Source: an optimization exercise on an open RTL-to-GDS flow (aim: small area). Production flows keep margins and buffers that such runs may drop.
Function was checked by simulation only, so behaviour that the tests miss may differ from the original.
Power and IR drop assume default switching activity.

==> flow/design.v (excerpt) <==
module mhi_ac_codec #(
    parameter        P_CK_ORDER_LE = 0,            
    parameter [23:0] P_DL_HEADER   = 24'h000000    
) (
    input  wire        clk,
    input  wire        rst,
    input  wire        cmd_valid,
    input  wire [63:0] cmd,
    output reg         rsp_valid,
    output reg         rsp_ok,
    output wire [3:0]  rsp_err,
    output reg  [63:0] rsp_data
);
Size: roughly 300 flip-flops, roughly 140 I/O pins.
export LEC_CHECK = 0
export ABC_AREA = 1
export CAP_MARGIN = 20
export CORE_MARGIN = 2
export CORE_UTILIZATION = 40
export SLEW_MARGIN = 20
create_clock -name core_clock -period 20.0 [get_ports {clk}]
standard.sh (not shown) runs the stock make flow with config.mk's settings and CLKGATE_MAP_FILE= SYNTH_SCRIPT=/design/flow/synth_recipe.tcl, a recipe that flattens the netlist after the stock synthesis.
==> flow/flow/run.sh <==
#!/bin/bash
# Own layout flow: the standard layout (standard.sh), with
#  - an area-oriented ABC script for the combinational logic (synth.tcl
#    swaps it in for the -script that synth.tcl passes to abc; registers,
#    names and everything else are the standard synthesis's),
#  - port buffers of the smallest buffer cell,
#  - a clock tree of fewer, larger clusters without dummy loads.
# Each tool's output goes to logs under orfs/logs/ (ORFS) and the make log here.
set -euo pipefail
W=$(cd "$(dirname "${BASH_SOURCE[0]}")/.." && pwd)
export OWN_ABC_SCRIPT="$W/flow/abc_area.script"
export OWN_WORK="$W"
export BUFFER_PORTS_ARGS="-buffer_cell sky130_fd_sc_hd__buf_1"
# clock tree: clkbuf_8 buffers over clusters of at most 16 registers, no dummy loads
export CTS_ARGS="-sink_clustering_enable -repair_clock_nets -dont_use_dummy_load -sink_clustering_size 16 -sink_clustering_max_diameter 60 -buf_list sky130_fd_sc_hd__clkbuf_8"
bash "$W/standard.sh" SYNTH_SCRIPT="$W/flow/synth.tcl" finish > "$W/flow_make.log" 2>&1
==> flow/flow/abc_area.script <==
strash
&get -n
&deepsyn -T 30
&dch -f
&nf -a -R 1000
&put
topo
dnsize -c
==> flow/flow/synth.tcl <==
# The standard synthesis (synth_recipe.tcl), with abc given this flow's
# area script in place of ORFS's.
proc abc {args} {
  set i [lsearch -exact $args -script]
  if {$i >= 0} { lset args [expr {$i + 1}] $::env(OWN_ABC_SCRIPT) }
  yosys abc {*}$args
}
source [file join $::env(OWN_WORK) synth_recipe.tcl]
The first run produced a clean layout.
Then changed:
- CORE_UTILIZATION: 40 -> 65
- GPL_TIMING_DRIVEN: not set -> 0
Non-clock buffer count grows by 11.
Power went down by 0.41%.
Count of clock-buffer cells in the layout stays the same.
Worst setup slack got worse by 270 ps.
Register-to-register slack is better by 70 ps.
Area after synthesis stays the same.
Cell count went down by 9.1%.
Die area came out lower by 38%.
Cell area goes down by 0.50%.
Synthesized cell count is unchanged.
Then changed:
--- a/flow/flow/run.sh
+++ b/flow/flow/run.sh
@@ -6,2 +6 @@
-#  - port buffers of the smallest buffer cell,
-#  - a clock tree of fewer, larger clusters without dummy loads.
+#  - port buffers of the smallest buffer cell.
@@ -14,2 +12,0 @@
-# clock tree: clkbuf_8 buffers over clusters of at most 16 registers, no dummy loads
-export CTS_ARGS="-sink_clustering_enable -repair_clock_nets -dont_use_dummy_load -sink_clustering_size 16 -sink_clustering_max_diameter 60 -buf_list sky130_fd_sc_hd__clkbuf_8"
- CORE_UTILIZATION: 65 -> 40
- CTS_BUF_LIST: not set -> sky130_fd_sc_hd__clkbuf_4
- GPL_TIMING_DRIVEN: 0 -> not set
What happened: Setup slack is better by 470 ps; core utilization drops by 27 points; total power climbs by about a fifth.
Then changed:
--- a/flow/flow/run.sh
+++ b/flow/flow/run.sh
@@ -6 +6,2 @@
-#  - port buffers of the smallest buffer cell.
+#  - port buffers of the smallest buffer cell,
+#  - a clock tree of fewer, larger clusters without dummy loads.
@@ -12,0 +14,2 @@
+# clock tree: clkbuf_8 buffers over clusters of at most 16 registers, no dummy loads
+export CTS_ARGS="-sink_clustering_enable -repair_clock_nets -dont_use_dummy_load -sink_clustering_size 16 -sink_clustering_max_diameter 60 -buf_list sky130_fd_sc_hd__clkbuf_8"
- CORE_UTILIZATION: 40 -> 65
- CTS_BUF_LIST: sky130_fd_sc_hd__clkbuf_4 -> not set
Effect:
- combinational power barely changes
- routed wire length came out lower by 9.7%
- flip-flop and latch count stays the same
- power came out lower by 12%
- setup slack gets worse by 230 ps
- maximum frequency came out lower by 1.6%
- synthesized area is unchanged
- cell count came out lower by 15%
Then changed:
--- a/flow/flow/run.sh
+++ b/flow/flow/run.sh
@@ -6,2 +6 @@
-#  - port buffers of the smallest buffer cell,
-#  - a clock tree of fewer, larger clusters without dummy loads.
+#  - port buffers of the smallest buffer cell.
@@ -14,2 +12,0 @@
-# clock tree: clkbuf_8 buffers over clusters of at most 16 registers, no dummy loads
-export CTS_ARGS="-sink_clustering_enable -repair_clock_nets -dont_use_dummy_load -sink_clustering_size 16 -sink_clustering_max_diameter 60 -buf_list sky130_fd_sc_hd__clkbuf_8"
- CORE_UTILIZATION: 65 -> 40
- CTS_BUF_LIST: not set -> sky130_fd_sc_hd__clkbuf_8
Result: The new run went through all stages and came out clean; sequential cell count does not change; register-to-register slack degrades by 210 ps; cell area came out higher by 5.2%; final cell count came out higher by about 14%; sequential power hardly moves; worst hold slack improves by 10 ps; die area came out higher by about 60%; count of clock-buffer cells in the layout came out higher by 26; maximum frequency came out higher by about 0.36%; routed wire length came out higher by about 9%.


== build 67 ==
mhi_ac_codec, a different RTL version from the one above (not shown whole).
For scale: about 1,300 cells after synthesis, roughly 300 flip-flops, roughly 140 I/O pins, roughly 14,000 um2 of cells after synthesis.
==> flow/config.mk <==
export PLATFORM = sky130hd
export DESIGN_NAME = mhi_ac_codec
export DESIGN_NICKNAME = mhi_ac_codec
export VERILOG_FILES = /design/flow/design.v
export SDC_FILE = /design/flow/constraint.sdc
export NUM_CORES = 4
export LEC_CHECK = 0
export ABC_AREA = 1
export CAP_MARGIN = 20
export CORE_MARGIN = 2
export CORE_UTILIZATION = 65
export SLEW_MARGIN = 20
==> flow/constraint.sdc <==
create_clock -name core_clock -period 20.0 [get_ports {clk}]
set_input_delay 4.0000 -clock core_clock [delete_from_list [all_inputs] [get_ports {clk}]]
set_output_delay 4.0000 -clock core_clock [all_outputs]
set_load 0.01 [all_outputs]
==> flow/flow/run.sh <==
#!/bin/bash
# Own layout flow: the standard layout (standard.sh), with
#  - an area-oriented ABC script for the combinational logic (synth.tcl
#    swaps it in for the -script that synth.tcl passes to abc; registers,
#    names and everything else are the standard synthesis's),
#  - port buffers of the smallest buffer cell,
#  - a clock tree of fewer, larger clusters without dummy loads.
# Each tool's output goes to logs under orfs/logs/ (ORFS) and the make log here.
set -euo pipefail
W=$(cd "$(dirname "${BASH_SOURCE[0]}")/.." && pwd)
export OWN_ABC_SCRIPT="$W/flow/abc_area.script"
export OWN_WORK="$W"
export BUFFER_PORTS_ARGS="-buffer_cell sky130_fd_sc_hd__buf_1"
# clock tree: clkbuf_8 buffers over clusters of at most 16 registers, no dummy loads
export CTS_ARGS="-sink_clustering_enable -repair_clock_nets -dont_use_dummy_load -sink_clustering_size 16 -sink_clustering_max_diameter 60 -buf_list sky130_fd_sc_hd__clkbuf_8"
bash "$W/standard.sh" SYNTH_SCRIPT="$W/flow/synth.tcl" finish > "$W/flow_make.log" 2>&1
Scripts as last shown in full above: flow/flow/abc_area.script, flow/flow/synth.tcl
Build 67: PASS, flow complete, no timing, DRC or antenna violations
Modified inputs, build 72 compared to build 67
- CORE_UTILIZATION now 75, was 65
==> flow/flow/abc_area.script <==
strash
&get -n
&deepsyn -T 30
&dch -f
&nf -a -R 1000
&put
mfs3 -a
topo
dnsize -c
In build 72 the synthesized cell count turned out 4 lower than in build 67. Compared with build 67, in build 72 total detailed-routing wirelength has increased, least setup slack across all paths after layout saw an increase, instance count on the critical path saw a decrease, fraction of area in non-clock buffers increased by 0.24 points relative to the old numbers, simple-gate area share of the yosys netlist stayed essentially flat. Against build 67, build 72 reports a number of buffer and inverter instances along the worst setup path that is lower.
Setup changes, build 72 to build 85
- SLEW_MARGIN now 5, was 20
- CAP_MARGIN now 5, was 20
- CORE_UTILIZATION now 65, was 75
==> flow/flow/abc_area.script <==
strash
&get -n
&deepsyn -T 30
&dch -f
&nf -a -R 1000
&put
topo
dnsize -c
Notes after the runs:
Build 85 did not stop at any stage, and its layout met the timing, DRC and antenna checks.
Required time of the critical path is higher on build 72
On fraction of standard cell area that is sequential, build 85 and build 72 are neck and neck.
The maximum clock rate of build 85 and that of build 72 are within noise of each other.
Comparing build 85 and build 72, the higher via count of the first global-routing pass is on build 72.
Final design utilization, build 85 and build 72: lower on build 85
Per the comparison of build 85 with build 72, finished layout cell area barely changed; relative max-transition margin dropped 4.4 points; portion of total power attributed to sequential cells dropped 0.5 points.
Build 85 — maximum vdd drop 11% higher, build 72 as reference
Build 72 → build 85: final cell count without fillers increased by about 2.4% relative to the old numbers; sequential-cell power consumption shows no meaningful change.


Setup of run A:
Another version of the RTL of mhi_ac_codec (not shown whole).
Size in the first run: ~1,300 cells after synthesis, about 14,000 µm² of cells after synthesis.
Settings: LEC_CHECK=0, ABC_AREA=1, CAP_MARGIN=5, CORE_MARGIN=2, CORE_UTILIZATION=65, PLACE_DENSITY=0.85, SLEW_MARGIN=5; clock period 20.0 ns.
==> flow/flow/run.sh <==
#!/bin/bash
# Own layout flow: the standard layout (standard.sh), with
#  - an area-oriented ABC script for the combinational logic (synth.tcl
#    swaps it in for the -script that synth.tcl passes to abc; registers,
#    names and everything else are the standard synthesis's),
#  - port buffers of the smallest buffer cell,
#  - a clock tree of fewer, larger clusters without dummy loads.
# Each tool's output goes to logs under orfs/logs/ (ORFS) and the make log here.
set -euo pipefail
W=$(cd "$(dirname "${BASH_SOURCE[0]}")/.." && pwd)
export OWN_ABC_SCRIPT="$W/flow/abc_area.script"
export OWN_WORK="$W"
export BUFFER_PORTS_ARGS="-buffer_cell sky130_fd_sc_hd__buf_1"
# constant outputs share one tie cell
export SKIP_REPAIR_TIE_FANOUT=1
# clock tree: clkbuf_8 buffers over clusters of at most 16 registers, no dummy loads
export CTS_ARGS="-sink_clustering_enable -repair_clock_nets -dont_use_dummy_load -sink_clustering_size 16 -sink_clustering_max_diameter 60 -buf_list sky130_fd_sc_hd__clkbuf_8"
bash "$W/standard.sh" SYNTH_SCRIPT="$W/flow/synth.tcl" finish > "$W/flow_make.log" 2>&1
==> flow/flow/abc_area.script <==
strash
&get -n
&deepsyn -T 30
&dch -f
&nf -a -R 1000
&put
topo
dnsize -c
Scripts as last shown in full above: flow/flow/synth.tcl
No stage failed in run A, and the final checks on the layout all came back clean.
## Diff of input files: run B against run A
# run A
export LEC_CHECK = 0
export ABC_AREA = 1
export CAP_MARGIN = 5
export CORE_MARGIN = 2
export CORE_UTILIZATION = 65
export PLACE_DENSITY = 0.85
export SLEW_MARGIN = 5
create_clock -name core_clock -period 20.0 [get_ports {clk}]
# run B
export LEC_CHECK = 0
export ABC_AREA = 1
export CAP_MARGIN = 5
export CORE_MARGIN = 2
export CORE_UTILIZATION = 65
export SLEW_MARGIN = 5
create_clock -name core_clock -period 20.0 [get_ports {clk}]
--- a/flow/flow/run.sh
+++ b/flow/flow/run.sh
@@ -14,4 +14,6 @@
 # constant outputs share one tie cell
 export SKIP_REPAIR_TIE_FANOUT=1
+# weak drivers of high-fanout nets are upsized before global placement
+export PRE_GLOBAL_PLACE_TCL="$W/flow/pre_gpl.tcl"
 # clock tree: clkbuf_8 buffers over clusters of at most 16 registers, no dummy loads
 export CTS_ARGS="-sink_clustering_enable -repair_clock_nets -dont_use_dummy_load -sink_clustering_size 16 -sink_clustering_max_diameter 60 -buf_list sky130_fd_sc_hd__clkbuf_8"
==> flow/flow/pre_gpl.tcl (new file) <==
# Before global placement: give the drivers of high-fanout nets the next
# drive strength of their own cell family, so that repair fixes their slew
# and capacitance by sizing rather than with extra buffers. Registers and
# port nets are left alone.
set db [ord::get_db]
set block [ord::get_db_block]
set swapped 0
foreach net [$block getNets] {
  if {[$net getSigType] != "SIGNAL"} { continue }
  if {[llength [$net getBTerms]] > 0} { continue }
  set iterms [$net getITerms]
  if {[llength $iterms] < 8} { continue }
  foreach it $iterms {
    if {![$it isOutputSignal]} { continue }
    set inst [$it getInst]
    set name [[$inst getMaster] getName]
    if {[string match "*df*" $name] || [string match "*conb*" $name] || [string match "*buf*" $name]} { continue }
    if {![regexp {^(.*)_(0|1)$} $name -> base sz]} { continue }
    set new [$db findMaster "${base}_2"]
    if {$new == "NULL" || $new == ""} { continue }
    if {[$inst swapMaster $new]} { incr swapped }
  }
}
puts "pre_gpl: upsized $swapped high-fanout drivers"
Findings:
The growth of design area from synthesis to finish on run A is in line with that on run B. On met1 usage in global routing, run A and run B are neck and neck. Re wire length per cell after detailed routing: run B is 0.31% down on run A. | final worst-path cycle share | run B vs run A | 0.83 points higher |. Comparing run A and run B, the lower post-route total power is on run A. Diff run B..run A | final design utilization | negligible. Run B — combinational share of power 0.3 points higher, run A as reference. Diff run A -> run B: well-tap cell count roughly the same, met3 capacity usage during global routing closely matched the old numbers, setup slack lower.
Inputs modified between run B and run C:
--- a/flow/flow/run.sh
+++ b/flow/flow/run.sh
@@ -12,8 +12,4 @@
 export OWN_WORK="$W"
 export BUFFER_PORTS_ARGS="-buffer_cell sky130_fd_sc_hd__buf_1"
-# constant outputs share one tie cell
-export SKIP_REPAIR_TIE_FANOUT=1
-# weak drivers of high-fanout nets are upsized before global placement
-export PRE_GLOBAL_PLACE_TCL="$W/flow/pre_gpl.tcl"
 # clock tree: clkbuf_8 buffers over clusters of at most 16 registers, no dummy loads
 export CTS_ARGS="-sink_clustering_enable -repair_clock_nets -dont_use_dummy_load -sink_clustering_size 16 -sink_clustering_max_diameter 60 -buf_list sky130_fd_sc_hd__clkbuf_8"
removed: flow/flow/pre_gpl.tcl
[summary]
- Having completed the whole flow, run C delivered a layout that passed the timing, DRC and antenna checks.
- Both conditions hold for run B: the flow ran to the end and the final layout passed the timing, DRC and antenna checks.
- Across both runs, global-route met2 utilization was lower for run C than for run B.
- Against run B, the final cell area of run C is higher.
- In the metrics for run B and run C, the one carrying the lower reported net switching power is run C.
- Switching part of the total power (run C over run B): decrease, 0.40 points
- Run C against run B: utilization after layout +0.58 points; wire length ~0 delta.
## Diff of input files: run D against run C
# run C
export LEC_CHECK = 0
export ABC_AREA = 1
export CAP_MARGIN = 5
export CORE_MARGIN = 2
export CORE_UTILIZATION = 65
export SLEW_MARGIN = 5
create_clock -name core_clock -period 20.0 [get_ports {clk}]
# run D
export LEC_CHECK = 0
export ABC_AREA = 1
export CAP_MARGIN = 5
export CORE_MARGIN = 2
export CORE_UTILIZATION = 65
export GPL_ROUTABILITY_DRIVEN = 0
export SLEW_MARGIN = 5
create_clock -name core_clock -period 20.0 [get_ports {clk}]
--- a/flow/flow/run.sh
+++ b/flow/flow/run.sh
@@ -12,4 +12,6 @@
 export OWN_WORK="$W"
 export BUFFER_PORTS_ARGS="-buffer_cell sky130_fd_sc_hd__buf_1"
+# constant outputs share one tie cell
+export SKIP_REPAIR_TIE_FANOUT=1
 # clock tree: clkbuf_8 buffers over clusters of at most 16 registers, no dummy loads
 export CTS_ARGS="-sink_clustering_enable -repair_clock_nets -dont_use_dummy_load -sink_clustering_size 16 -sink_clustering_max_diameter 60 -buf_list sky130_fd_sc_hd__clkbuf_8"
==> comparison <==
- Lower final design area excluding fillers was reported by run D, not run C.
- Wire length of the first global-routing pass was lower in run C than in run D.
- Taking run C as the reference point, the wire length reported by the detailed router of run D rises by 340 µm.
- | internal cell power | run C vs run D | ≈ equal |
- Run D vs run C: total combinational power up
- Sort run C and run D by proportion of cell area occupied by multi-input gates asc -> top: run D
- Side by side, sequential share of layout area turned out higher in run D than in run C.
- Against run C, average wire per standard cell in run D rose by a few percent.
- Compared with run C, in run D die footprint neither gained nor lost much, critical path arrival picked up an extra 20 ps, ratio of routed vias to standard cells picked up an extra about 1.8%.
--- input diff run D..run E ---
# run D
export LEC_CHECK = 0
export ABC_AREA = 1
export CAP_MARGIN = 5
export CORE_MARGIN = 2
export CORE_UTILIZATION = 65
export GPL_ROUTABILITY_DRIVEN = 0
export SLEW_MARGIN = 5
create_clock -name core_clock -period 20.0 [get_ports {clk}]
# run E
export LEC_CHECK = 0
export ABC_AREA = 1
export CAP_MARGIN = 5
export CORE_MARGIN = 2
export CORE_UTILIZATION = 65
export SLEW_MARGIN = 5
create_clock -name core_clock -period 20.0 [get_ports {clk}]
## What came out
The clock buffer count in the final layout in run E was lower than what run D gave.
Run E vs. run D: unique cell type count in the Yosys netlist went down about 1.7%, total power went down about 2%, adder-cell area share of the yosys netlist flat, number of setup buffers added after CTS neither gained nor lost much, hold slack increased by 31 ps relative to the old numbers.
Run D → run E: clock skew decreased 24 ps, mean instance size in the synthesized netlist essentially unchanged.
Run E has time the final worst path needs with I/O delays and setup above what run D had.

-- static timing again, ports no longer ideal --
The results above use ideal ports. As a check the final layouts listed here were re-extracted and re-timed, cells and wires unchanged.
Step 1, drivers: a clkbuf_16 drives clk and a buf_2 each remaining input, both assumed.
Step 2 adds t to the input delays and takes it off the output delays; t is the mean of the earliest and latest rising clock arrival at the registers after step 1. Input paths then give back, and output paths get back, about the clock's delay inside the block.
a / b / c = ideal / step 1 / step 2; a / b = the first two.
run | t, ns | setup slack, ns | hold slack, ns | clock arrival spread, ns | worst register clock-pin slew, ns
the first run of note 1 | 0.623 | 5.622 / 5.653 / 5.030 | 0.443 / 0.443 / 0.443 | 0.096 / 0.095 | 0.10 / 0.10
the second run of note 1 | 0.609 | 5.349 / 5.359 / 4.750 | 0.443 / 0.443 / 0.443 | 0.071 / 0.071 | 0.10 / 0.10
the third run of note 1 | 0.778 | 5.824 / 5.854 / 5.076 | 0.432 / 0.432 / 0.432 | 0.070 / 0.070 | 0.08 / 0.08
the fourth run of note 1 | 0.590 | 5.592 / 5.591 / 5.001 | 0.439 / 0.439 / 0.439 | 0.078 / 0.078 | 0.10 / 0.10
the fifth run of note 1 | 0.649 | 5.644 / 5.675 / 5.026 | 0.449 / 0.449 / 0.449 | 0.050 / 0.050 | 0.07 / 0.07
build 67 | 0.597 | 4.707 / 4.710 / 4.113 | 0.465 / 0.465 / 0.465 | 0.057 / 0.056 | 0.10 / 0.10
build 72 | 0.613 | 4.718 / 4.705 / 4.092 | 0.470 / 0.470 / 0.470 | 0.069 / 0.068 | 0.10 / 0.10
build 85 | 0.591 | 4.709 / 4.708 / 4.116 | 0.467 / 0.467 / 0.467 | 0.057 / 0.057 | 0.10 / 0.10
run A | 0.582 | 5.853 / 5.868 / 5.286 | 0.453 / 0.453 / 0.453 | 0.040 / 0.040 | 0.10 / 0.10
run B | 0.596 | 5.686 / 5.705 / 5.109 | 0.444 / 0.444 / 0.444 | 0.057 / 0.056 | 0.11 / 0.11
run C | 0.612 | 5.761 / 5.787 / 5.175 | 0.450 / 0.450 / 0.450 | 0.093 / 0.092 | 0.10 / 0.10
run D | 0.609 | 5.697 / 5.720 / 5.111 | 0.434 / 0.434 / 0.434 | 0.083 / 0.083 | 0.10 / 0.10
run E | 0.610 | 5.580 / 5.598 / 4.988 | 0.465 / 0.465 / 0.465 | 0.056 / 0.056 | 0.10 / 0.10
After both steps every run listed still meets setup and hold. The setup slack of the third run of note 1, which loses most, moves by +0.030 ns with the drivers and by -0.748 ns with both steps.
